What follows belongs to an exercise in optimizing a design on an open flow for small area, a short achievable clock period and few clock cycles per item; a production flow would make more cautious choices. Only simulation tests tie the RTL to the original design; equivalence was not proved.

==> inputs of job 4533 <==
// yrc_canny_px
module yrc_canny_px #(
    parameter LB = 4,             
    parameter BL = 2              
) (
    input  wire         clk,
    input  wire         rst,          
    input  wire         in_valid,
    output wire         in_ready,
    input  wire [199:0] in_win,       
    input  wire [3:0]   in_border,    
    output wire         out_valid,
    input  wire         out_ready,
    output wire [10:0]  out_mag,
    output wire [1:0]   out_sector,   
    output wire [1:0]   out_class     
);
    localparam integer NST   = 3;    
    localparam integer DEPTH = NST + 2;           
    reg  rdy;
    wire acc = in_valid & rdy;
    assign in_ready = rdy;
    wire [LB:0] lo [0:19];
    genvar p, q;
    generate
        for (q = 0; q < 5; q = q + 1) begin : lrow
            for (p = 0; p < 4; p = p + 1) begin : lcol
                yrc_rca #(LB) u_a (.a(in_win[8*(5*q+p) +: LB]), .b(in_win[8*(5*q+p+1) +: LB]),
  ...
clock: 17.0 ns
lec_check: 0
abc_area: 1
cap_margin: 20
core_margin: 2
core_utilization: 40
cts_cluster_diameter: 100
cts_cluster_size: 20
slew_margin: 20
synth_hierarchical: 1
standard.sh (not shown) runs the stock make flow with config.mk's settings and CLKGATE_MAP_FILE= SYNTH_SCRIPT=/design/flow/synth_recipe.tcl, a recipe that flattens the netlist after the stock synthesis.
==> flow/flow/run.sh <==
#!/bin/bash
export SETUP_SLACK_MARGIN=12.4
export BUFFER_PORTS_ARGS="-buffer_cell sky130_fd_sc_hd__buf_1"
bash standard.sh > standard.log 2>&1
==> inputs of job 8744, as changes to job 4533 <==
--- a/flow/design.v
+++ b/flow/design.v
@@ -106,30 +106,31 @@
     reg  [BL:0]   bl_q [0:15];
     reg  [7-LB:0] hi_q [0:24];
     reg  [3:0] bd0_q;
     reg        v0_q;
     integer k0;
     always @(posedge clk) begin
-        for (k0 = 0; k0 < 20; k0 = k0 + 1) lo_q[k0] <= (k0 % 2) ? ~lo[k0][LB:BL] : lo[k0][LB:BL];
+        for (k0 = 0; k0 < 20; k0 = k0 + 1)       
+            lo_q[k0] <= (k0 % 2) ? {lo[k0][LB], ~lo[k0][LB-1:BL]} : lo[k0][LB:BL];
         for (k0 = 0; k0 < 16; k0 = k0 + 1) bl_q[k0] <= bl[k0];
         for (k0 = 0; k0 < 25; k0 = k0 + 1) hi_q[k0] <= in_win[8*k0+LB +: 8-LB];
         bd0_q <= in_border;
         v0_q  <= acc & ~rst;
     end
     wire [3:0] bd0 = bd0_q;
     wire       v0  = v0_q & ~rst;
     wire [8:BL] hp [0:19];
     wire [9:0]  bx [0:15];
     generate
         for (q = 0; q < 5; q = q + 1) begin : hrow
             for (p = 0; p < 4; p = p + 1) begin : hcol
-                wire [7-LB:0] ha = (p % 2) ? ~hi_q[5*q+p]   : hi_q[5*q+p];
-                wire [7-LB:0] hb = (p % 2) ? ~hi_q[5*q+p+1] : hi_q[5*q+p+1];
+                wire [8:LB] hh;                         
                 assign hp[4*q+p][LB-1:BL] = lo_q[4*q+p][LB-1:BL];
-                yrc_rcc #(8-LB) u_a (.a(ha), .b(hb), .ci(lo_q[4*q+p][LB]),
-                                  .s(hp[4*q+p][7:LB]), .co(hp[4*q+p][8]));
+                yrc_rcc #(8-LB) u_a (.a(hi_q[5*q+p]), .b(hi_q[5*q+p+1]), .ci(lo_q[4*q+p][LB]),
+                                  .s(hh[7:LB]), .co(hh[8]));
+                assign hp[4*q+p][8:LB] = (p % 2) ? ~hh : hh;
             end
         end
         for (q = 0; q < 4; q = q + 1) begin : brow
             for (p = 0; p < 4; p = p + 1) begin : bcol
                 assign bx[4*q+p][BL-1:0] = bl_q[4*q+p][BL-1:0];
                 yrc_rcc #(9-BL) u_a (.a(hp[4*q+p]), .b(hp[4*(q+1)+p]), .ci(bl_q[4*q+p][BL]),
@@ -166,22 +167,22 @@
     integer k;
     always @(posedge clk) begin
         for (k = 0; k < 9; k = k + 1) begin
             u1[k] <= u[k];
             v1[k] <= v[k];
         end
-        nu1  <= nu;
-        nv1  <= nv;
+        nu1  <= u[4][10] ? ~nu : u[4][9:0];        
+        nv1  <= v[4][10] ? ~nv : v[4][9:0];        
         bd1  <= bd0;
         v1_q <= v0 & ~rst;
     end
     wire [10:0] uc = u1[4];
     wire [10:0] vc = v1[4];
     wire su = uc[10], sv = vc[10];
-    wire [9:0] au = su ? ~nu1 : uc[9:0];            
-    wire [9:0] av = sv ? ~nv1 : vc[9:0];
+    wire [9:0] au = nu1;                            
+    wire [9:0] av = nv1;
     wire a_ge_b = (au >= av);
     wire [9:0] h  = a_ge_b ? au : av;
     wire [9:0] mn = a_ge_b ? av : au;
     wire hnz = |h;
     wire [9:0]  aum = au - 10'd1;
     wire [9:0]  avm = av - 10'd1;
==> flow/flow/run.sh (replaced) <==
#!/bin/bash
export SETUP_SLACK_MARGIN=12.4
export BUFFER_PORTS_ARGS="-buffer_cell sky130_fd_sc_hd__buf_1"
export CTS_ARGS="-sink_clustering_enable -repair_clock_nets -sink_clustering_size 20 -sink_clustering_max_diameter 100 -dont_use_dummy_load"
bash standard.sh > standard.log 2>&1
--- a/flow/config.mk
+++ b/flow/config.mk
@@ -5,11 +5,11 @@
 export SDC_FILE = /design/flow/constraint.sdc
 export NUM_CORES = 4
 export LEC_CHECK = 0
 export ABC_AREA = 1
 export CAP_MARGIN = 20
 export CORE_MARGIN = 2
-export CORE_UTILIZATION = 40
+export CORE_UTILIZATION = 55
 export CTS_CLUSTER_DIAMETER = 100
 export CTS_CLUSTER_SIZE = 20
 export SLEW_MARGIN = 20
 export SYNTH_HIERARCHICAL = 1
==> metrics.md <==
| Metric | Value |
|---|---|
| Hold Startpoint | `bd0_q[1]` |
| Initial antenna violation count | `0` |
| Seq cells post-synth | `552` |
| Initial Util | `40.3%` |
| Max frequency | `0.219 GHz` |
| Status | `timing/DRC/antenna clean` |
| Worst EP arrival | `5.01 ns` |
| Core Area | `75800 um^2` |
| CP Data Required Time | `17.44 ns` |
That was job 4533.
==> metrics.md <==
| Metric | Value |
|---|---|
| Worst EP arrival | `5.06 ns` |
| Seq cells post-synth | `532` |
| Die Height | `237 um` |
| Count leader, synth | `fa_1` |
| Initial antenna violation count | `1` |
| Core Area | `53800 um^2` |
| Status | `timing/DRC/antenna clean` |
| CP Data Required Time | `17.50 ns` |
| Max frequency | `0.219 GHz` |
| Final Cell Area | `33300 um^2` |
| Hold Startpoint | `bd0_q[0]` |
| Largest family of logic cells by synthesized area | `adder cells` |
| Initial Util | `55.6%` |
That was job 8744.
Testbench counts of job 4533, summed over its fixed seeds: cycles 12,016, items 12,000.
Testbench counts of job 8744, summed over its fixed seeds: cycles 12,016, items 12,000.

-- static timing again, ports no longer ideal --
Ports are ideal in the flow. The routed layouts listed here were re-timed in OpenROAD. Step 1 sets driving cells, clkbuf_16 on the clock port and buf_2 on the other inputs (assumed; they add their load-dependent delay and slew). Step 2 adds t to the input delays and takes it off the output delays; t is the mean of the earliest and latest rising clock arrival at the registers after step 1. Input paths then give back, and output paths get back, about the clock's delay inside the block. Three values: ideal ports, drivers, drivers and shift; two values: the first two.
run	shift t [ns]	slack for setup (ns)	hold WS [ns]
job 4533	0.621	12.438 / 12.408 / 11.877	0.337 / 0.337 / 0.337
job 8744	0.667	12.441 / 12.396 / 11.836	0.332 / 0.332 / 0.332
After both steps every run listed still meets setup and hold. The setup slack of job 8744, which loses most, moves by -0.045 ns with the drivers and by -0.605 ns with both steps.
